This design comes from an exercise in tuning for small area, a short achievable clock period and few clock cycles on the open sky130 flow, not from production work.
Where RTL was checked, it was by simulation tests only, not by an equivalence proof against the original.
For runs 1 to 4, only the layout was checked, not whether the RTL still works.
Power is estimated from default activity; no workload was simulated.

## flow/design.v

```verilog
module csa20_core (
    input  wire        clk,
    input  wire        rst,           
    output reg         mem_valid,
    output reg         mem_we,
    output reg  [10:0] mem_addr,
    output reg  [19:0] mem_wdata,
    input  wire        mem_ready,
    input  wire [19:0] mem_rdata,
    output wire        halted,
    output wire [1:0]  halt_code,     
    output wire [3:0]  mfr,
    output wire        cc_ov,
    output wire        cc_uf
);
    localparam [5:0] OP_LDR = 6'd1,  OP_STR = 6'd2,  OP_LDA = 6'd3,  OP_AMR = 6'd4,
                     OP_SMR = 6'd5,  OP_AIR = 6'd6,  OP_SIR = 6'd7,  OP_LDX = 6'd33,
                     OP_STX = 6'd34;
    localparam [11:0] BOOT_PC       = 12'd10;
    localparam [11:0] FAULT_ENTRY   = 12'd43;
    localparam [10:0] FAULT_PC_SAVE = 11'd4;
    reg s_f;         
    reg s_a1;        
    reg s_a2;        
    reg s_op;        
    reg s_flt;       
    reg s_h;         
    reg [11:0] pc;           
    reg [19:0] gpr [0:3];
    reg [12:0] ix  [1:3];
    reg [1:0]  mfr_r;        
    reg        ov_r, uf_r;
    reg [1:0]  hcode;
    reg        c_ldr, c_str, c_ldx, c_alu, c_stx, c_sub, c_lda;
    reg [1:0]  rf, xf;
    reg        ind;
    reg [19:0] ea;           
    reg        eovf;         
    reg        pend;         
    assign halted    = s_h;
    assign halt_code = hcode;
    assign mfr       = {2'b00, mfr_r};
    assign cc_ov     = ov_r;
    assign cc_uf     = uf_r;
    wire [12:0] ix_x   = (xf == 2'd0) ? 13'd0 : ix[xf];
    wire [1:0]  ix_tgt = c_lda ? rf : xf;
    wire stx_halt = c_stx & (xf == 2'd0);
    wire ldx_halt = c_ldx & (ix_tgt == 2'd0);
    wire op_halt  = stx_halt | (~eovf & ldx_halt);
    wire pc_ovf = pc[11];
    wire fault  = (s_f & pc_ovf) | s_flt | (s_a2 & eovf) | (s_op & eovf & ~stx_halt);
    always @(*) begin
        mem_valid = ~s_h & ~(s_op & op_halt);
        mem_we    = fault | (s_op & (c_str | c_stx));
        mem_addr  = fault ? FAULT_PC_SAVE : (s_f ? pc[10:0] : ea[10:0]);
        mem_wdata = fault ? {8'd0, pc} : (c_stx ? {7'd0, ix_x} : gpr[rf]);
    end
    wire xfer = mem_valid & mem_ready;
    wire [5:0] d_op = mem_rdata[19:14];
    wire d_ldr = (d_op == OP_LDR);
    wire d_str = (d_op == OP_STR);
    wire d_lda = (d_op == OP_LDA);
    wire d_ldx = (d_op == OP_LDX) | d_lda;
    wire d_amr = (d_op == OP_AMR) | (d_op == OP_SMR);
    wire d_imm = (d_op == OP_AIR) | (d_op == OP_SIR);
    wire d_stx = (d_op == OP_STX);
    wire d_sub = (d_op == OP_SMR) | (d_op == OP_SIR);
    wire d_legal = d_ldr | d_str | d_ldx | d_amr | d_imm | d_stx;
    wire d_direct = (mem_rdata[11:10] == 2'd0) & ~mem_rdata[9];
    wire [20:0] ea_sum = {8'd0, ix_x} + {1'b0, mem_rdata};
    wire [19:0] alu_a  = gpr[rf];
    wire [19:0] alu_bb = c_sub ? ~ea : ea;
    wire [20:0] alu_s  = {1'b0, alu_a} + {1'b0, alu_bb} + {20'd0, c_sub};
    wire        alu_sg = alu_s[20] ^ alu_a[19] ^ alu_bb[19];
    wire        alu_ov = alu_s[20] & (~c_sub | (ea != 20'd0));
    wire        alu_uf = alu_sg & (~alu_s[19] | (alu_s[18:0] == 19'd0));
    wire gpr_ld  = s_op & c_ldr & ~eovf;
    wire ix_ld   = s_op & c_ldx & ~eovf;
    wire [19:0] gpr_wd = rst ? 20'd0 : (pend ? alu_s[19:0] : mem_rdata);
    wire [12:0] ix_wd  = rst ? 13'd0 : mem_rdata[12:0];
    integer k;
    always @(posedge clk) begin
        for (k = 0; k < 4; k = k + 1)
            if (rst || ((pend || gpr_ld) && rf == k))
                gpr[k] <= gpr_wd;
        for (k = 1; k < 4; k = k + 1)
            if (rst || (ix_ld && ix_tgt == k))
                ix[k] <= ix_wd;
    end
    always @(posedge clk) begin
        if (rst) begin
            s_f    <= 1'b1;
            s_a1   <= 1'b0;
            s_a2   <= 1'b0;
            s_op   <= 1'b0;
            s_flt  <= 1'b0;
            s_h    <= 1'b0;
            pc     <= BOOT_PC;
            mfr_r  <= 2'd0;
            ov_r   <= 1'b0;
            uf_r   <= 1'b0;
            hcode  <= 2'd0;
            pend   <= 1'b0;
        end else begin
            if (pend) begin
                ov_r    <= alu_ov;
                uf_r    <= alu_uf;
                pend    <= 1'b0;
            end
            if (fault) begin
                if (xfer) begin
                    mfr_r <= {1'b1, ~s_flt};
                    pc    <= FAULT_ENTRY;
                    s_f   <= 1'b1;
                    s_a2  <= 1'b0;
                    s_op  <= 1'b0;
                    s_flt <= 1'b0;
                end
            end else if (s_f) begin
                if (xfer) begin
                    c_ldr <= d_ldr;
                    c_str <= d_str;
                    c_ldx <= d_ldx;
                    c_lda <= d_lda;
                    c_alu <= d_amr;
                    c_stx <= d_stx;
                    c_sub <= d_sub;
                    rf    <= mem_rdata[13:12];
                    xf    <= mem_rdata[11:10];
                    ind   <= mem_rdata[9];
                    ea    <= {12'd0, mem_rdata[7:0]};
                    eovf  <= 1'b0;
                    if (!d_legal) begin
                        s_f   <= 1'b0;
                        s_flt <= 1'b1;
                    end else if (d_imm) begin
                        pend <= 1'b1;
                        pc   <= pc + 12'd1;
                    end else if (d_direct) begin
                        s_f  <= 1'b0;
                        s_op <= 1'b1;
                    end else begin
                        s_f  <= 1'b0;
                        s_a1 <= 1'b1;
                    end
                end
            end else if (s_a1) begin
                if (xfer) begin
                    ea   <= ea_sum[19:0];
                    eovf <= |ea_sum[20:11];
                    s_a1 <= 1'b0;
                    s_a2 <= ind;
                    s_op <= ~ind;
                end
            end else if (s_a2) begin
                if (xfer) begin
                    ea   <= mem_rdata;
                    eovf <= |mem_rdata[19:11];
                    s_a2 <= 1'b0;
                    s_op <= 1'b1;
                end
            end else if (s_op) begin
                if (op_halt) begin
                    hcode <= 2'd1;
                    s_op  <= 1'b0;
                    s_h   <= 1'b1;
                end else if (xfer) begin
                    if (c_ldx && mem_rdata > 20'd8191) begin
                        hcode <= 2'd2;
                        s_op  <= 1'b0;
                        s_h   <= 1'b1;
                    end else begin
                        if (c_alu) begin
                            ea   <= mem_rdata;
                            pend <= 1'b1;
                        end
                        pc   <= pc + 12'd1;
                        s_op <= 1'b0;
                        s_f  <= 1'b1;
                    end
                end
            end
        end
    end
endmodule
```

## flow/run.sh

```bash
#!/bin/bash
# synth_recipe.tcl (not shown) runs the flow's synth.tcl, then flattens the netlist and writes it again
# the make line also repeats each setting of config.mk as NAME=value (left out here)
make -C /OpenROAD-flow-scripts/flow DESIGN_CONFIG=/design/flow/config.mk WORK_HOME=/design/flow/orfs CLKGATE_MAP_FILE= SYNTH_SCRIPT=/design/flow/synth_recipe.tcl finish
```

## flow/config.mk

```make
export PLATFORM = sky130hd
export DESIGN_NAME = csa20_core
export DESIGN_NICKNAME = csa20_core
export VERILOG_FILES = /design/flow/design.v
export SDC_FILE = /design/flow/constraint.sdc
export NUM_CORES = 4
export LEC_CHECK = 0
export ABC_AREA = 1
export CAP_MARGIN = 20
export CORE_MARGIN = 2
export CORE_UTILIZATION = 40
export SETUP_SLACK_MARGIN = 5
export SLEW_MARGIN = 20
```

## flow/constraint.sdc

```tcl
create_clock -name core_clock -period 10.0 [get_ports {clk}]
set_input_delay 2.0000 -clock core_clock [delete_from_list [all_inputs] [get_ports {clk}]]
set_output_delay 2.0000 -clock core_clock [all_outputs]
set_load 0.01 [all_outputs]
```

==> results.yml, run 1 <==
critical_path:
  worstSetupStartpointType: "register"
  cp_max_fo: 14
  crit_path_end_kind: "output pin"
  critPathKind: "reg -> out"
  arrival_ps: 2920
  crit_required_ps: 8000
clocking:
  cts_tree: "yes"
  cts_sinks: 177
  clk_pin_slew_ps: 80
  clock_latency_ps: 450
  cts-root-buf: "clkbuf_16"
  clock_tree.htree_level_count: 4
  clockBufferDepth: 2
  hold_buffers: 0
  cts_buffers: 17
routing:
  routedWlPerCell_um: 19.44
  dr.pass1.iters: 5
  drt_iter0_drc: 1033
  ant_nets: 0
  avgViaCountPerCell: 5.360
  drt_wl_total_mm: 31.67
  drc: 0
  vias: 8731
timing:
  slew_headroom: 0.2536
  finalCriticalPeriod_ps: 4916
  final_hold_viol_count: 0
  maxSlewViolCount: 0
  clock.fmax_ghz: 0.2034
  finClkSkew_ps: 19.47
  setup-tns-final_ps: 0
  tightest_slew_ps: 1120
  rsz0062_at_grt: "yes"
  post-route-period-util: 0.4916
  final-setup-viol-count: 0
cells_and_area:
  area_growth_pct: 17.83
  final_cell_mix: "287 x nand2_1, 153 x inv_1, 152 x edfxtp_1, 94 x nor2_1, 83 x o21ai_0"
  insertedDiodeCount: 0
  drive_gt1_frac: 0.09084
  n_fill_cell: 2426
  regArea_um2: 5065
  multi_input_area_um2: 4492
  mostFrequentLayoutCell: "nand2_1"
  fin_nets: 1342
  final_area_um2: 12100
placed_design:
  portBuffers: 62
  gp_congestion: 0.9196
  place_hpwl_mm: 23.47
  dpl-instance-area_um2: 11230
synth:
  synth_area_um2: 10260
  synthCells: 1206
  ys_seq_area_frac: 0.4934
  synth-seq-cells: 177
  yosys_warnings: 16
  yosysUniqueCellTypes: 57
  syn_area_per_cell_um2: 8.511
worst_hold_path:
  hold_path.class: "reg -> reg"
grt:
  grt_start_max_net_pins: 36
  grt_pass1_wl_mm: 47.44
  antenna_found_initial: 0
  grt_pass1_vias: 8049
  grtUsageTotal: 0.2384
  grt-ovfl-total: 0
flow_run:
  maxCapViolations: 0
power:
  swShare: 0.3578
  p_seq_frac: 0.398
  power_leakage_nw: 5.199
  p_sw_w: 0.0008031
  p_per_area_nw_per_um2: 185.6
  vdd_ir_drop_max_v: 0.0001047
  power_frac_clock: 0.302
  power_frac_comb: 0.299
  p_int_w: 0.001442
die:
  start_util: 0.4076
  die_area_um2: 26960
  core_area_um2: 25180
  rows: 58
  io_pins: 65
  die_x_um: 164.2
  die_h_um: 164.2
outcome:
  outcome: "complete, no violations"
-- cells by family (layout without fill, tap and decap cells) --
kind of cell | count (synthesis) | count (layout) | share of synthesized area
xor gates and xnor gates | 45 | 45 | 0.03840
and+or+nand+nor | 518 | 520 | 0.2176
DFF | 177 | 177 | 0.4934
other | 1 | 2 | 0.0003653
adders and majority gates | 33 | 33 | 0.04169
buffers and inverters | 206 | 296 | 0.08008
AOI/OAI and AO/OA | 226 | 226 | 0.1285
-- layer usage --
metal	vias up	global-route usage	share of wire
li1	4244	-	-
met1	4119	0.3476	0.46
met2	327	0.3602	0.45
met3	41	0.04646	0.070
met4	0	0.06738	0.023
met5	-	0	0
-- power by group through the flow --
| stage | combinational (W) | clock (W) | sequential (W) |
|---|---|---|---|
| final | 0.000672 | 0.000679 | 0.000894 |
| after detailed placement | 0.000626 | 0 | 0.000914 |
| after CTS | 0.000651 | 0.000683 | 0.000894 |
| after floorplan | 0.000422 | 0 | 0.000899 |
| after global placement | 0.000624 | 0 | 0.000913 |
| after global routing | 0.000738 | 0.000713 | 0.000899 |
-- worst max-delay path, stage by stage (launching register included) --
cell             delay (ps)
edfxtp_1                460
inv_4                   130
nand2_4                 130
nor2_4                  170
o21ai_2                  60
nand2_1                  70
nand2_2                 100
nor2_4                  190
nor2_8                   90
clkinvlp_4              160
o21ai_0                 130
a21oi_1                 210
clkdlybuf4s50_1         570
-- worst paths after layout --
path | end | from | cells after the start | slack, ps
min reg2reg | uf_r$_SDFFE_PP0P_ | uf_r$_SDFFE_PP0P_ | 2 | 470
max | mem_wdata[12] | xf[1]$_DFFE_PP_ | 12 | 5080
max reg2reg | eovf$_SDFFCE_PP0P_ | xf[0]$_DFFE_PP_ | 20 | 6120
min | uf_r$_SDFFE_PP0P_ | uf_r$_SDFFE_PP0P_ | 2 | 470
-- per-stage QoR --
step                utilization  instances  hold WS, ps  total power, W  setup WS, ps
finish                   0.4803       1629        467.8        0.002245          5084
global route             0.4803       1629        482.3        0.002350          4925
CTS                      0.4758       1619        471.0        0.002228          5043
detailed placement       0.4459       1570        459.2        0.001540          4687
global placement         0.4453       1570        438.1        0.001538          4741
floorplan                     -       1207        441.5        0.001321          5667
-- Yosys cell counts (all sizes together) --
cell type / n / area, um2
o22ai: 12 / 75.07
clkbuf: 26 / 97.59
ha: 31 / 387.9
inv: 166 / 625.6
nor3: 13 / 76.33
a22oi: 2 / 15.01
o31ai: 4 / 35.03
xor2: 33 / 289.0
nand4: 18 / 112.6
nand3: 74 / 387.9
fa: 2 / 40.04
o21bai: 3 / 22.52
o21a: 5 / 45.04
nand3b: 4 / 30.03
a21o: 1 / 7.510
o221ai: 1 / 8.760
nor2: 105 / 442.9
a21boi: 2 / 15.01
a311oi: 1 / 8.760
buf: 13 / 95.09
a211oi: 3 / 22.52
a21oi: 65 / 329.1
edfxtp: 152 / 4564
o41ai: 1 / 8.760
clkinv: 1 / 3.750
xnor2: 12 / 105.1
o211ai: 10 / 75.07
o21ai: 99 / 506.7
nor4: 5 / 31.28
a221oi: 7 / 61.31
a31oi: 8 / 65.06
conb: 1 / 3.750
nand2: 294 / 1121
o2111ai: 1 / 8.760
dfxtp: 25 / 500.5
a2111oi: 1 / 8.760
and2: 1 / 6.260
or2: 4 / 25.02
-- cell type report --
type                       count  area share
clock inverter                14     0.01334
clock buffer                  18     0.03548
multi-input combinational    826      0.3714
timing repair buffer          97     0.07386
sequential                   177      0.4187
tap                          330     0.03414
inverter                     167     0.05307
-- timing repair --
| action | in CTS | in global routing |
|---|---|---|
| resized for setup | 10 | 9 |
| setup buffers | 15 | 10 |
| pin swaps | 3 | 4 |
| endpoints found under the setup margin | 32 | 19 |
| cloned | 2 | 0 |
| hold endpoints to repair | 0 | 0 |
-- state kept, by name, summed over array words and instances (netlist names), 2 cells and up --
register  count
hcode         2
xf            2
rf            2
pc           12
gpr          80
ix           39
ea           20
mfr_r         2
==> inputs of run 2 (changes only) <==
--- a/flow/config.mk
+++ b/flow/config.mk
@@ -6,5 +6,4 @@
 export NUM_CORES = 4
 export LEC_CHECK = 0
-export ABC_AREA = 1
 export CAP_MARGIN = 20
 export CORE_MARGIN = 2
==> results.yml, run 2 <==
timing:
  clock.fmax_ghz: 0.2026
  finalCriticalPeriod_ps: 4935
  slew_headroom: 0.2698
  final_hold_viol_count: 0
  fin_ws_ps: 5065
  setup-tns-final_ps: 0
  finClkSkew_ps: 16.41
  maxSlewViolCount: 0
  final-setup-viol-count: 0
  rsz0062_at_grt: "yes"
  tightest_slew_ps: 1089
  holdWs_ps: 478.8
  post-route-period-util: 0.4935
routing:
  ant_nets: 0
  drc: 0
  dr.pass1.iters: 5
  vias: 7344
  routedWlPerCell_um: 21.68
  drt_iter0_drc: 697
  drt_wl_total_mm: 27.88
  avgViaCountPerCell: 5.711
synth:
  yosys-top-cells-area: "edfxtp_1 45%, dfxtp_1 4.9%, mux4_2 4.5%"
  synth_area_leader_cell: "edfxtp_1"
  synth.top_cells.by_count: "152 x edfxtp_1, 73 x nor2_1, 69 x nand2_1"
  synthCells: 879
  synth.most_common_cell: "edfxtp_1"
  ys_seq_area_frac: 0.5006
  synthArstFlopShare: 0
  synth_area_um2: 10120
  synth-edff-count: 152
  yosys_warnings: 16
  synth_top_area_frac: 0.4512
  syn_area_per_cell_um2: 11.51
  synth-seq-cells: 177
  yosysUniqueCellTypes: 86
  synth_top_flop_cell: "edfxtp_1"
die:
  start_util: 0.4041
  core_area_um2: 25040
  die_x_um: 163.0
  rows: 58
  io_pins: 65
  die_area_um2: 26580
  die_h_um: 163.0
critical_path:
  critPathKind: "reg -> out"
  max_stage_delay_ps: 510
  cp_cell_sequence: "or3b_1 -> a21o_2 -> a21oi_4 -> buf_4 -> and2_1 -> nand2_1 -> clkdlybuf4s50_1"
  critPathBufInv: 2
  crit_required_ps: 8000
  worstSetupStartpointType: "register"
  crit_family: "simple AND/OR/NAND/NOR gates"
  crit_path_end_kind: "output pin"
  arrival_ps: 2930
  rrSetupSlack_ps: 5860
  cp_max_fo: 7
  cp_slowest_cell: "clkdlybuf4s50_1"
clocking:
  hold_buffers: 0
  clockBufferDepth: 2
  cts_buffers: 17
  cts_tree: "yes"
  cts_sinks: 177
  clk_pin_slew_ps: 70
  clock_tree.htree_level_count: 4
  clock_latency_ps: 450
  cts-root-buf: "clkbuf_16"
grt:
  antenna_found_initial: 0
  grt_pass1_vias: 7067
  grt-ovfl-total: 0
  grt_pass1_wl_mm: 41.92
  grt_start_max_net_pins: 53
  grtUsageTotal: 0.2127
placed_design:
  place_hpwl_mm: 20.21
  gp_congestion: 0.8578
  portBuffers: 62
  pre_cts_slack_ps: 4275
cells_and_area:
  largest_register_ffs: 80
  mostFrequentLayoutCell: "edfxtp_1"
  area_growth_pct: 17.57
  insertedDiodeCount: 0
  final_cell_mix: "152 x edfxtp_1, 72 x nor2_1, 68 x nand2_1, 60 x clkdlybuf4s50_1, 38 x a21oi_1"
  fin_nets: 999
  reg_top3: "gpr: 80 flops, ix: 39 flops, ea: 20 flops"
  drive_gt1_frac: 0.1423
  top_register: "gpr"
  fin_util: 0.4751
power:
  vdd_ir_drop_max_v: 0.00009058
  p_per_area_nw_per_um2: 168.1
  power_leakage_nw: 4.323
flow_run:
  maxCapViolations: 0
outcome:
  outcome: "complete, no violations"
worst_hold_path:
  hold_path.class: "reg -> reg"
-- run 2: changes by cell type after synthesis, moves of 16 or more --
cell / previous run / this run
nand2_1: 287 / 69
inv_1: 156 / 24
nand3_1: 72 / 14
o21ai_0: 90 / 34
mux2i_1: 0 / 29
a21oi_1: 64 / 38
a22o_1: 0 / 24
nor2_1: 97 / 73
mux4_2: 0 / 20
xnor2_1: 12 / 32
a21o_1: 1 / 20
nor2b_1: 0 / 19
mux2_2: 0 / 16
-- run 2: final timing paths --
check                     from           endpoint  cells past startpoint
min          uf_r$_SDFFE_PP0P_  uf_r$_SDFFE_PP0P_                      2
max            xf[1]$_DFFE_PP_             mem_we                      7
min reg2reg  uf_r$_SDFFE_PP0P_  uf_r$_SDFFE_PP0P_                      2
max reg2reg    rf[0]$_DFFE_PP_  uf_r$_SDFFE_PP0P_                     12
-- run 2: power breakdown --
group	leakage (nW)	internal, W	switching [W]
registers	1.73	0.000848	0.0000225
logic	2.31	0.000191	0.000265
clock network	0.286	0.000336	0.000337
total	4.32	0.00137	0.000625
-- run 2: area by class of cell --
type,instances,area (um2)
clock buffers,17,425.4
clock inverters,15,167.7
repair buffers,88,838.3
well taps,330,412.9
multi-input cells,634,4891
inverters,25,93.84
fillers,2276,13140
flip-flops and latches,177,5066
-- run 2: timing repair --
action	in CTS	in global routing
buffers inserted	9	2
gates resized for setup	11	6
endpoints found under the setup margin	33	13
endpoints found under the hold margin	0	0
gates cloned	0	1
pin swaps	4	3
-- run 2: metrics by stage --
stage / cells / total power (W) / instance area, um2
after floorplan: 880 / 0.001174 / 10120
after global placement: 1242 / 0.001317 / 11110
after detailed placement: 1242 / 0.001320 / 11110
after CTS: 1283 / 0.002003 / 11850
after global routing: 1286 / 0.002076 / 11900
final: 1286 / 0.002000 / 11900
-- run 2: per-layer routing --
layer	vias up	track usage	share of wire
li1	3457	-	-
met1	3616	0.3058	0.47
met2	238	0.3359	0.46
met3	33	0.03098	0.049
met4	0	0.06034	0.020
met5	-	0	0
-- run 2: cell families (layout without fill, tap and decap cells) --
group / count (synthesis) / in the layout / synth area share
other: 1 / 2 / 0.0003707
xor gates and xnor gates: 64 / 64 / 0.05689
AOI/OAI and AO/OA: 199 / 199 / 0.1487
buffers and inverters: 70 / 145 / 0.02943
adders and majority gates: 33 / 33 / 0.04230
DFF: 177 / 177 / 0.5006
muxes: 65 / 65 / 0.09102
and+or+nand+nor: 270 / 271 / 0.1307
-- run 2: worst register-to-register path: stages, from the launching register on --
cell and delay [ps]:
edfxtp_1 320, buf_4 390, mux4_2 640, ha_1 370, a21o_1 250, o32ai_1 420, a21o_1 180, o21ai_0 160
a211oi_1 470, nand4_1 230, nor4_1 310, a41oi_1 200, o21ai_1 150
==> inputs of run 3 (changes only) <==
==> flow/flow/run.sh (new file) <==
#!/bin/bash
# The standard layout, with timing repair aiming at 8 ns of setup slack.
set -euo pipefail
export SETUP_SLACK_MARGIN=8
bash standard.sh SETUP_SLACK_MARGIN=8 finish > standard_flow.log 2>&1
==> flow/standard.sh (new file) <==
#!/bin/bash
# synth_recipe.tcl (not shown) runs the flow's synth.tcl, then flattens the netlist and writes it again
# the make line also repeats each setting of config.mk as NAME=value (left out here)
make -C /OpenROAD-flow-scripts/flow DESIGN_CONFIG=/design/flow/config.mk WORK_HOME=/design/flow/orfs CLKGATE_MAP_FILE= SYNTH_SCRIPT=/design/flow/synth_recipe.tcl "${@:-finish}"
--- a/flow/config.mk
+++ b/flow/config.mk
@@ -9,4 +9,3 @@
 export CORE_MARGIN = 2
 export CORE_UTILIZATION = 40
-export SETUP_SLACK_MARGIN = 5
 export SLEW_MARGIN = 20
removed: flow/run.sh
==> results.yml, run 3 <==
cells_and_area:
  mostFrequentLayoutCell: "edfxtp_1"
  insertedDiodeCount: 0
  area_growth_pct: 60.73
  fin_util: 0.6495
  largest_register_ffs: 80
  n_fill_cell: 1726
  final_cell_mix: "152 x edfxtp_1, 107 x buf_6, 81 x buf_4, 47 x nor2_1, 46 x nand2_1"
  reg_top3: "gpr: 80 flops, ix: 39 flops, ea: 20 flops"
  top_register: "gpr"
  multi_input_area_um2: 6748
  fin_nets: 1194
  drive_gt1_frac: 0.5361
  regArea_um2: 5081
placed_design:
  gp_congestion: 0.9180
  portBuffers: 62
  place_hpwl_mm: 21.20
routing:
  vias: 8886
  drt-met1-wl_mm: 15.04
  drc: 0
  drt_iter0_drc: 901
  met2_wirelength_mm: 18.60
  ant_nets: 0
  dr_wl_met3_mm: 3.066
  routedWlPerCell_um: 25.67
  dr.pass1.iters: 14
  drt_wl_total_mm: 38.01
  top_layer_used: "met4"
  avgViaCountPerCell: 6.000
timing:
  maxSlewViolCount: 0
  finClkSkew_ps: 15.55
  clock.fmax_ghz: 0.2175
  finalCriticalPeriod_ps: 4598
  final_hold_viol_count: 0
  tightest_slew_ps: 790.4
  setup-tns-final_ps: 0
  post-route-period-util: 0.4598
  rsz0062_at_grt: "yes"
  final-setup-viol-count: 0
  slew_headroom: 0.4711
power:
  power_leakage_nw: 6.317
  power_frac_comb: 0.353
  p_per_area_nw_per_um2: 144.9
  power_frac_clock: 0.277
  swShare: 0.3285
  p_int_w: 0.001582
  vdd_ir_drop_max_v: 0.0001152
  p_seq_frac: 0.370
  p_sw_w: 0.0007740
critical_path:
  arrival_ps: 2600
  crit_required_ps: 8000
  crit_path_end_kind: "output pin"
  critPathKind: "reg -> out"
  worstSetupStartpointType: "register"
  cp_max_fo: 3
die:
  core_area_um2: 25040
  die_h_um: 163.0
  io_pins: 65
  die_area_um2: 26580
  start_util: 0.4041
  die_x_um: 163.0
  rows: 58
synth:
  synth_xor_area_frac: 0.05689
  synthCells: 879
  synthAdderAreaFrac: 0.04230
  synth-compound-area-share: 0.1487
  synth.most_common_cell: "edfxtp_1"
  syn_area_per_cell_um2: 11.51
  synthMuxAreaShare: 0.09102
  yosysUniqueCellTypes: 86
  yosys_warnings: 16
  synth-seq-cells: 177
  synth_top_area_frac: 0.4512
  synth_area_leader_cell: "edfxtp_1"
  synthArstFlopShare: 0
  ys_seq_area_frac: 0.5006
  synth_area_um2: 10120
  yosys.area_share.simple: 0.1307
  synth.top_cells.by_count: "152 x edfxtp_1, 73 x nor2_1, 69 x nand2_1"
  synth_top_flop_cell: "edfxtp_1"
  synth_top_family_by_area: "compound AO/OA/AOI/OAI gates"
  synth-edff-count: 152
  yosys-top-cells-area: "edfxtp_1 45%, dfxtp_1 4.9%, mux4_2 4.5%"
grt:
  grt-ovfl-total: 0
  grtUsageTotal: 0.2742
  grt_pass1_vias: 8307
  antenna_found_initial: 0
  grt_pass1_wl_mm: 52.94
  grt_start_max_net_pins: 35
clocking:
  clk_pin_slew_ps: 70
  clock_latency_ps: 450
  clockBufferDepth: 2
  cts_sinks: 177
  cts_tree: "yes"
  clock_tree.htree_level_count: 4
  cts_buffers: 17
  cts-root-buf: "clkbuf_16"
outcome:
  outcome: "complete, no violations"
flow_run:
  maxCapViolations: 0
worst_hold_path:
  hold_path.class: "reg -> reg"
## run 3: what timing repair did
action                     4_1_cts  5_1_grt
buffers inserted               140       50
cloned                          24        1
setup endpoints to repair      369      364
resized for setup              531      122
hold endpoints to repair         0        0
pin swaps                      125       83
hold buffers                     0        0
## run 3: layout make-up
cell class,count,area share
clock buffer,18,0.02639
tap,330,0.02539
clock inverter,14,0.007771
multi-input combinational,641,0.4149
timing repair buffer,276,0.2050
sequential,177,0.3125
inverter,25,0.008002
## run 3: kinds of logic after synthesis
kind of cell             count (synthesis)
multiplexers                            65
flip-flops                             177
XOR/XNOR                                64
other                                    1
AO/OA/AOI/OAI                          199
AND/OR/NAND/NOR                        270
buffers and inverters                   70
adder cells (fa/ha/maj)                 33
## run 3: power by group through the flow
stage / clock network, W / logic, W / registers (W)
after detailed placement: 0 / 0.000504 / 0.000889
after CTS: 0.000658 / 0.000709 / 0.000870
final: 0.000653 / 0.000832 / 0.000871
after global routing: 0.000684 / 0.000867 / 0.000874
after floorplan: 0 / 0.000387 / 0.000877
after global placement: 0 / 0.000502 / 0.000888
## run 3: per-stage QoR
| step | total power [W] | std cells | instance area (um2) | hold WS [ps] | worst slack, ps |
|---|---|---|---|---|---|
| 2_1_floorplan | 0.001264 | 880 | 11430 | 441.5 | 5682 |
| 3_3_place_gp | 0.001390 | 1234 | 11990 | 439.0 | 4647 |
| 3_5_place_dp | 0.001393 | 1234 | 11990 | 451.0 | 4619 |
| 4_1_cts | 0.002237 | 1430 | 15220 | 470.2 | 5347 |
| 5_1_grt | 0.002426 | 1481 | 16260 | 481.4 | 5329 |
| 6_report | 0.002356 | 1481 | 16260 | 461.9 | 5402 |
## run 3: critical path: stages (launching register included)
cell	delay, ps
edfxtp_1	460
or3b_4	440
a21o_4	240
a2111oi_4	400
buf_4	200
buf_4	120
buf_4	110
a2bb2oi_4	50
buf_6	120
## run 3: path summary, 6_finish.rpt
check / start / end / slack, ps / cells after the start
worst max-delay path: xf[1]$_DFFE_PP_ / mem_addr[2] / 5400 / 8
worst min-delay path: uf_r$_SDFFE_PP0P_ / uf_r$_SDFFE_PP0P_ / 460 / 2
worst max register to register: rf[1]$_DFFE_PP_ / uf_r$_SDFFE_PP0P_ / 6020 / 18
worst min register to register: uf_r$_SDFFE_PP0P_ / uf_r$_SDFFE_PP0P_ / 460 / 2
## run 3: metal layers
layer / vias to the layer above / GRT usage
met5: - / 0
met4: 0 / 0.09493
li1: 3879 / -
met1: 4440 / 0.3599
met2: 447 / 0.4524
met3: 120 / 0.05663
==> inputs of run 4 (changes only) <==
==> flow/flow/run.sh (replaced) <==
#!/bin/bash
# The standard layout, with timing repair aiming at 6 ns of setup slack.
set -euo pipefail
export SETUP_SLACK_MARGIN=6
bash standard.sh SETUP_SLACK_MARGIN=6 finish > standard_flow.log 2>&1
==> results.yml, run 4 <==
cells_and_area:
  final_cells: 1336
  largest_register_ffs: 80
  mostFrequentLayoutCell: "edfxtp_1"
  reg_top3: "gpr: 80 flops, ix: 39 flops, ea: 20 flops"
  fin_nets: 1049
  final_cell_mix: "152 x edfxtp_1, 67 x nor2_1, 55 x nand2_1, 52 x buf_4, 34 x a21oi_1"
  final_area_um2: 12780
  insertedDiodeCount: 0
  top_register: "gpr"
  drive_gt1_frac: 0.3032
  area_growth_pct: 26.29
grt:
  grt_pass1_wl_mm: 44.55
  grt_start_max_net_pins: 46
  grt-ovfl-total: 0
  antenna_found_initial: 1
  grt_pass1_vias: 7414
  grtUsageTotal: 0.2251
critical_path:
  arrival_ps: 2480
  critPathBufInv: 4
  cp_max_fo: 6
  crit_family: "compound AO/OA/AOI/OAI gates"
  max_stage_delay_ps: 420
  crit_path_end_kind: "output pin"
  worstSetupStartpointType: "register"
  crit_required_ps: 8000
  cp_cell_sequence: "or3b_4 -> a21o_4 -> a2111oi_4 -> buf_4 -> buf_6 -> buf_12 -> a22o_1 -> buf_2"
  rrSetupSlack_ps: 6180
  critPathKind: "reg -> out"
  cp_slowest_cell: "or3b_4"
synth:
  synth_area_um2: 10120
  synth-edff-count: 152
  yosysUniqueCellTypes: 86
  synthCells: 879
  synth-seq-cells: 177
  synthArstFlopShare: 0
  synth_area_leader_cell: "edfxtp_1"
  syn_area_per_cell_um2: 11.51
  synth.most_common_cell: "edfxtp_1"
  yosys_warnings: 16
  yosys-top-cells-area: "edfxtp_1 45%, dfxtp_1 4.9%, mux4_2 4.5%"
  synth_top_flop_cell: "edfxtp_1"
  synth_top_area_frac: 0.4512
  ys_seq_area_frac: 0.5006
  synth.top_cells.by_count: "152 x edfxtp_1, 73 x nor2_1, 69 x nand2_1"
power:
  p_int_w: 0.001436
  swShare: 0.3117
  power_frac_clock: 0.325
  total_power_w: 0.002086
  power_leakage_nw: 4.797
  p_sw_w: 0.0006502
  vdd_ir_drop_max_v: 0.0001002
  p_seq_frac: 0.418
  power_frac_comb: 0.257
  p_per_area_nw_per_um2: 163.3
clocking:
  clock_latency_ps: 440
  cts_tree: "yes"
  cts_buffers: 17
  clock_tree.htree_level_count: 4
  clk_pin_slew_ps: 70
  clockBufferDepth: 2
  cts_sinks: 177
  cts-root-buf: "clkbuf_16"
timing:
  final_hold_viol_count: 0
  rsz0062_at_grt: "yes"
  setup-tns-final_ps: 0
  final-setup-viol-count: 0
  fin_ws_ps: 5524
  finalCriticalPeriod_ps: 4476
  maxSlewViolCount: 0
  post-route-period-util: 0.4476
  clock.fmax_ghz: 0.2234
  tightest_slew_ps: 868.3
  slew_headroom: 0.4197
  finClkSkew_ps: 10.35
routing:
  ant_nets: 0
  avgViaCountPerCell: 5.780
  drt_wl_total_mm: 29.44
  dr.pass1.iters: 5
  routedWlPerCell_um: 22.03
  vias: 7722
  drt_iter0_drc: 609
  drc: 0
placed_design:
  place_hpwl_mm: 20.19
  pre_cts_slack_ps: 4160
  dpl.cell_count: 1240
  portBuffers: 62
  gp_congestion: 0.9233
  dpl-instance-area_um2: 11190
flow_run:
  maxCapViolations: 0
die:
  die_h_um: 163.0
  die_area_um2: 26580
  die_x_um: 163.0
  rows: 58
  start_util: 0.4041
  core_area_um2: 25040
  io_pins: 65
outcome:
  outcome: "complete, no violations"
worst_hold_path:
  hold_path.class: "reg -> reg"
[run 4: layer usage]
metal | part of all wire | track usage | vias up
li1 | - | - | 3573
met1 | 0.44 | 0.3126 | 3781
met2 | 0.46 | 0.3571 | 301
met3 | 0.058 | 0.03809 | 67
met4 | 0.035 | 0.08005 | 0
met5 | 0 | 0 | -
[run 4: final timing paths]
path | to | cells after the start | startpoint
worst max-delay path | mem_addr[6] | 8 | xf[0]$_DFFE_PP_
worst min-delay path | mfr_r[1]$_SDFFE_PP0P_ | 2 | mfr_r[1]$_SDFFE_PP0P_
worst max register to register | eovf$_SDFFCE_PP0P_ | 16 | xf[0]$_DFFE_PP_
worst min register to register | mfr_r[1]$_SDFFE_PP0P_ | 2 | mfr_r[1]$_SDFFE_PP0P_
[run 4: through the flow]
step | util | hold slack (ps)
after floorplan | - | 443.5
after global placement | 0.4466 | 457.8
after detailed placement | 0.4468 | 470.6
after CTS | 0.4950 | 482.9
after global routing | 0.5103 | 500.4
final | 0.5103 | 476.4
[run 4: power groups by stage]
stage	clock network, W	registers, W	logic, W
5_1_grt	0.000714	0.000875	0.000576
3_5_place_dp	0	0.000888	0.000439
4_1_cts	0.000685	0.000871	0.000497
6_report	0.000678	0.000871	0.000537
2_1_floorplan	0	0.000876	0.000306
3_3_place_gp	0	0.000886	0.000436
[run 4: cells by family (layout without fill, tap and decap cells)]
kind of cell / Yosys count / in the layout / synth area share
AOI/OAI and AO/OA: 199 / 201 / 0.1487
xor gates and xnor gates: 64 / 64 / 0.05689
adders and majority gates: 33 / 33 / 0.04230
buffers and inverters: 70 / 192 / 0.02943
DFF: 177 / 177 / 0.5006
muxes: 65 / 65 / 0.09102
other: 1 / 2 / 0.0003707
and+or+nand+nor: 270 / 272 / 0.1307
[run 4: area by class of cell]
| class | count | area (um2) |
|---|---|---|
| timing repair buffer | 135 | 1191 |
| clock inverter | 15 | 165.2 |
| clock buffer | 17 | 425.4 |
| fill | 2176 | 12260 |
| tap | 330 | 412.9 |
| multi-input combinational | 637 | 5423 |
| inverter | 25 | 93.84 |
| sequential | 177 | 5066 |
[run 4: worst register-to-register path: stages, from the launching register on]
cell and delay, ps:
edfxtp_1 370, buf_4 260, nor2b_4 250, buf_12 150, a22o_1 330, ha_4 260
a21o_1 170, a21o_1 220, a2111oi_4 290, buf_4 200, o41ai_4 100, a21oi_2 160
buf_4 140, o21ai_2 60, or3_1 320, a32oi_1 210, a21oi_1 100
[run 4: repair_timing]
item	4_1_cts	5_1_grt
gates cloned	4	1
resized for setup	271	78
setup buffers	42	17
setup endpoints to repair	123	78
hold buffers	0	0
pin swaps	56	45
==> inputs of run 5 (changes only) <==
--- a/flow/design.v
+++ b/flow/design.v
@@ -17,6 +17,6 @@
                      OP_SMR = 6'd5,  OP_AIR = 6'd6,  OP_SIR = 6'd7,  OP_LDX = 6'd33,
                      OP_STX = 6'd34;
-    localparam [11:0] BOOT_PC       = 12'd10;
-    localparam [11:0] FAULT_ENTRY   = 12'd43;
+    localparam [12:0] BOOT_PC       = 13'd10;
+    localparam [12:0] FAULT_ENTRY   = 13'd43;
     localparam [10:0] FAULT_PC_SAVE = 11'd4;
     reg s_f;         
@@ -26,5 +26,5 @@
     reg s_flt;       
     reg s_h;         
-    reg [11:0] pc;           
+    reg [12:0] pc;
     reg [19:0] gpr [0:3];
     reg [12:0] ix  [1:3];
@@ -48,5 +48,5 @@
     wire ldx_halt = c_ldx & (ix_tgt == 2'd0);
     wire op_halt  = stx_halt | (~eovf & ldx_halt);
-    wire pc_ovf = pc[11];
+    wire pc_ovf = |pc[12:11];
     wire fault  = (s_f & pc_ovf) | s_flt | (s_a2 & eovf) | (s_op & eovf & ~stx_halt);
     always @(*) begin
@@ -54,5 +54,5 @@
         mem_we    = fault | (s_op & (c_str | c_stx));
         mem_addr  = fault ? FAULT_PC_SAVE : (s_f ? pc[10:0] : ea[10:0]);
-        mem_wdata = fault ? {8'd0, pc} : (c_stx ? {7'd0, ix_x} : gpr[rf]);
+        mem_wdata = fault ? {7'd0, pc} : (c_stx ? {7'd0, ix_x} : gpr[rf]);
     end
     wire xfer = mem_valid & mem_ready;
@@ -75,17 +75,4 @@
     wire        alu_ov = alu_s[20] & (~c_sub | (ea != 20'd0));
     wire        alu_uf = alu_sg & (~alu_s[19] | (alu_s[18:0] == 19'd0));
-    wire gpr_ld  = s_op & c_ldr & ~eovf;
-    wire ix_ld   = s_op & c_ldx & ~eovf;
-    wire [19:0] gpr_wd = rst ? 20'd0 : (pend ? alu_s[19:0] : mem_rdata);
-    wire [12:0] ix_wd  = rst ? 13'd0 : mem_rdata[12:0];
-    integer k;
-    always @(posedge clk) begin
-        for (k = 0; k < 4; k = k + 1)
-            if (rst || ((pend || gpr_ld) && rf == k))
-                gpr[k] <= gpr_wd;
-        for (k = 1; k < 4; k = k + 1)
-            if (rst || (ix_ld && ix_tgt == k))
-                ix[k] <= ix_wd;
-    end
     always @(posedge clk) begin
         if (rst) begin
@@ -97,4 +84,11 @@
             s_h    <= 1'b0;
             pc     <= BOOT_PC;
+            gpr[0] <= 20'd0;
+            gpr[1] <= 20'd0;
+            gpr[2] <= 20'd0;
+            gpr[3] <= 20'd0;
+            ix[1]  <= 13'd0;
+            ix[2]  <= 13'd0;
+            ix[3]  <= 13'd0;
             mfr_r  <= 2'd0;
             ov_r   <= 1'b0;
@@ -104,4 +98,5 @@
         end else begin
             if (pend) begin
+                gpr[rf] <= alu_s[19:0];
                 ov_r    <= alu_ov;
                 uf_r    <= alu_uf;
@@ -136,5 +131,5 @@
                     end else if (d_imm) begin
                         pend <= 1'b1;
-                        pc   <= pc + 12'd1;
+                        pc   <= pc + 13'd1;
                     end else if (d_direct) begin
                         s_f  <= 1'b0;
@@ -171,9 +166,13 @@
                         s_h   <= 1'b1;
                     end else begin
+                        if (c_ldr)
+                            gpr[rf] <= mem_rdata;
+                        if (c_ldx)
+                            ix[ix_tgt] <= mem_rdata[12:0];
                         if (c_alu) begin
                             ea   <= mem_rdata;
                             pend <= 1'b1;
                         end
-                        pc   <= pc + 12'd1;
+                        pc   <= pc + 13'd1;
                         s_op <= 1'b0;
                         s_f  <= 1'b1;
==> flow/run.sh (new file) <==
#!/bin/bash
# synth_recipe.tcl (not shown) runs the flow's synth.tcl, then flattens the netlist and writes it again
# the make line also repeats each setting of config.mk as NAME=value (left out here)
make -C /OpenROAD-flow-scripts/flow DESIGN_CONFIG=/design/flow/config.mk WORK_HOME=/design/flow/orfs CLKGATE_MAP_FILE= SYNTH_SCRIPT=/design/flow/synth_recipe.tcl finish
removed: flow/flow/run.sh
removed: flow/standard.sh
==> results.yml, run 5 <==
power:
  p_int_w: 0.001454
  vdd_ir_drop_max_v: 0.00009367
  p_per_area_nw_per_um2: 165.5
  p_seq_frac: 0.445
  p_sw_w: 0.0006652
  power_leakage_nw: 4.701
  power_frac_clock: 0.331
  swShare: 0.3139
  power_frac_comb: 0.224
timing:
  finalCriticalPeriod_ps: 6285
  slew_headroom: 0.2559
  clock.fmax_ghz: 0.1591
  tightest_slew_ps: 1088
  rsz0062_at_grt: "no"
  post-route-period-util: 0.6285
  final-setup-viol-count: 0
  finClkSkew_ps: 16.69
  setup-tns-final_ps: 0
  maxSlewViolCount: 0
  final_hold_viol_count: 0
synth:
  synth.top_cells.by_count: "165 x edfxtp_1, 132 x nor2_1, 71 x nand2_1"
  synth-seq-cells: 195
  synthArstFlopShare: 0
  yosys-top-cells-area: "edfxtp_1 44%, mux4_2 6.6%, dfxtp_1 5.4%"
  synth_top_flop_cell: "edfxtp_1"
  ys_seq_area_frac: 0.4966
  yosysUniqueCellTypes: 68
  synthCells: 1041
  yosys_warnings: 1
  synth_top_area_frac: 0.4429
  synth-edff-count: 165
  synth.most_common_cell: "edfxtp_1"
  syn_area_per_cell_um2: 10.75
  synth_area_um2: 11190
  synth_area_leader_cell: "edfxtp_1"
critical_path:
  arrival_ps: 6340
  crit_path_end_kind: "register"
  crit_required_ps: 10060
  cp_max_fo: 42
  worstSetupStartpointType: "input pin"
  rrSetupSlack_ps: 4340
  critPathKind: "in -> reg"
  rr_worst_depth: 10
  timing.rr.end: "gpr[1][9]$_SDFFCE_PN0P_"
  rr_startpoint: "c_stx$_DFFE_PP_"
cells_and_area:
  n_fill_cell: 2618
  drive_gt1_frac: 0.09437
  fin_util: 0.4635
  top_register: "gpr"
  final_cells: 1480
  mostFrequentLayoutCell: "edfxtp_1"
  fin_nets: 1147
  insertedDiodeCount: 0
  largest_register_ffs: 80
  reg_top3: "gpr: 80 flops, ix: 52 flops, ea: 20 flops"
  final_cell_mix: "165 x edfxtp_1, 130 x nor2_1, 71 x nand2_1, 62 x a21oi_1, 62 x clkdlybuf4s50_1"
  area_growth_pct: 14.46
clocking:
  post_cts.repair.setup_buffers: 0
  cts_tree: "yes"
  cts_sinks: 195
  hold_buffers: 0
  clockBufferDepth: 2
  ctsResizeCount: 0
  clock_latency_ps: 450
  cts-root-buf: "clkbuf_16"
  clock_tree.htree_level_count: 4
  cts_buffers: 17
  clk_pin_slew_ps: 80
die:
  die_x_um: 171.2
  die_area_um2: 29320
  start_util: 0.4049
  rows: 61
  core_area_um2: 27630
  io_pins: 65
  die_h_um: 171.2
outcome:
  outcome: "complete, no violations"
grt:
  grt_use_met3: 0.03981
  antenna_found_initial: 0
  grt_pass1_vias: 7774
  grt_use_met2: 0.3478
  grt_pass1_wl_mm: 46.62
  top_usage_layer: "met2"
  use_met1: 0.2994
  grtUsageTotal: 0.2166
  grt-ovfl-total: 0
  grt_start_max_net_pins: 43
placed_design:
  place_hpwl_mm: 22.76
  gp_congestion: 0.9348
  dpl.cell_count: 1447
  portBuffers: 62
worst_hold_path:
  min_to: "hcode[1]$_SDFFE_PP0P_"
  hold_path.class: "reg -> reg"
  hold_start: "hcode[1]$_SDFFE_PP0P_"
  hold_path_depth: 2
flow_run:
  maxCapViolations: 0
routing:
  avgViaCountPerCell: 5.547
  dr.pass1.iters: 6
  drt_iter0_drc: 866
  vias: 8209
  drt_wl_total_mm: 31.06
  drc: 0
  routedWlPerCell_um: 20.98
  ant_nets: 0
-- run 5: cell types whose count changed after synthesis, moves of 13 or more --
cell | previous run | this run
and2_1 | 14 | 54
xnor2_1 | 32 | 16
a22o_1 | 24 | 11
a21o_1 | 20 | 6
inv_1 | 24 | 37
nor2_1 | 73 | 132
clkbuf_1 | 34 | 47
mux4_2 | 20 | 33
xor2_1 | 30 | 47
a21oi_1 | 38 | 63
edfxtp_1 | 152 | 165
-- run 5: critical path, cell delays in order --
cell             delay (ps)
clkdlybuf4s50_1         620
or4_4                   640
or4_4                   490
a21oi_1                 210
nand3_1                 110
nor2_2                   90
buf_4                   370
nand2b_1                210
nand3b_1                590
nand2b_1                990
-- run 5: cell families (layout without fill, tap and decap cells) --
family	after synthesis	after routing	synth area share
buffers and inverters	93	140	0.03299
XOR/XNOR	63	63	0.04932
multiplexers	61	61	0.09227
flip-flops	195	195	0.4966
adder cells (fa/ha/maj)	35	35	0.04049
AND/OR/NAND/NOR	415	415	0.1856
other	1	15	0.0003352
AO/OA/AOI/OAI	178	178	0.1024
-- run 5: metrics by stage --
| stage | hold slack, ps | setup slack, ps | cell area, um2 | power (W) |
|---|---|---|---|---|
| after global placement | 445.7 | 3238 | 12170 | 0.001422 |
| after global routing | 492.1 | 3410 | 12800 | 0.002205 |
| final | 462.9 | 3715 | 12800 | 0.002119 |
| after detailed placement | 452.4 | 3091 | 12170 | 0.001426 |
| after floorplan | 454.4 | 5099 | 11240 | 0.001263 |
| after CTS | 466.0 | 3450 | 12780 | 0.002124 |
-- run 5: layer usage --
layer  share of wire  routed length, um  up-vias
met3           0.061               1881       45
met4           0.024                748        0
met5               0                  0        -
met2            0.47              14470      264
met1            0.45              13950     4024
li1                -                  -     3876
-- run 5: area by class of cell --
class | count | area, um2 | area share
inverter | 37 | 138.9 | 0.01085
multi-input combinational | 767 | 5331 | 0.4164
clock inverter | 15 | 185.2 | 0.01446
sequential | 195 | 5555 | 0.4338
clock buffer | 17 | 425.4 | 0.03322
tap | 378 | 473.0 | 0.03694
timing repair buffer | 71 | 695.7 | 0.05433
-- run 5: worst max path at each step --
stage / startpoint / to / slack (ps) / cells after the start
after floorplan: mem_rdata[18] / gpr[3][0]$_DFFE_PP_ / 5100 / 9
after global placement: mem_rdata[16] / gpr[2][1]$_SDFFCE_PN0P_ / 3240 / 10
after detailed placement: mem_rdata[16] / gpr[2][1]$_SDFFCE_PN0P_ / 3090 / 10
after CTS: c_stx$_DFFE_PP_ / mem_wdata[17] / 3450 / 7
after global routing: mem_rdata[16] / gpr[1][4]$_SDFFCE_PN0P_ / 3410 / 10
final: mem_rdata[16] / gpr[1][9]$_SDFFCE_PN0P_ / 3720 / 10
-- run 5: power by group through the flow --
stage	sequential (W)	clock [W]	combinational (W)
after global routing	0.000947	0.000744	0.000514
final	0.000943	0.000702	0.000474
after CTS	0.000943	0.000713	0.000468
after floorplan	0.000946	0	0.000318
after global placement	0.000960	0	0.000462
after detailed placement	0.000961	0	0.000464
Testbench counts of run 5, summed over its fixed seeds: cycles 19,217.

## static timing again, ports no longer ideal
No port has a modelled driver above. Below, the same layouts with a new extraction and two added sets of constraints. Step 1 (the two cells are an assumption about what drives the block):
set clk [get_ports {clk}]
set_driving_cell -lib_cell sky130_fd_sc_hd__clkbuf_16 $clk
set_driving_cell -lib_cell sky130_fd_sc_hd__buf_2 [delete_from_list [all_inputs] $clk]
Step 2 moves the port delays by t, midway between the first and last clock arrival at a register: inputs arrive t later, outputs are due t later. That takes back most of the time a late clock gives input paths. Three values: ideal, step 1, step 2; two values: the first two.
| run | shift t [ns] | slack for setup (ns) | worst hold slack (ns) | latest minus earliest clock arrival (ns) |
|---|---|---|---|---|
| run 1 | 0.485 | 5.084 / 5.035 / 4.857 | 0.468 / 0.468 / 0.468 | 0.019 / 0.019 |
| run 2 | 0.486 | 5.065 / 5.018 / 4.641 | 0.479 / 0.479 / 0.479 | 0.016 / 0.017 |
| run 3 | 0.491 | 5.402 / 5.354 / 5.416 | 0.462 / 0.462 / 0.462 | 0.016 / 0.016 |
| run 4 | 0.488 | 5.524 / 5.474 / 5.402 | 0.476 / 0.476 / 0.476 | 0.011 / 0.011 |
| run 5 | 0.489 | 3.715 / 3.718 / 3.229 | 0.463 / 0.463 / 0.463 | 0.018 / 0.018 |
After both steps setup and hold are still met in every run listed. For run 5, which loses most, drivers alone change the setup slack by +0.003 ns; drivers and shift together by -0.486 ns.
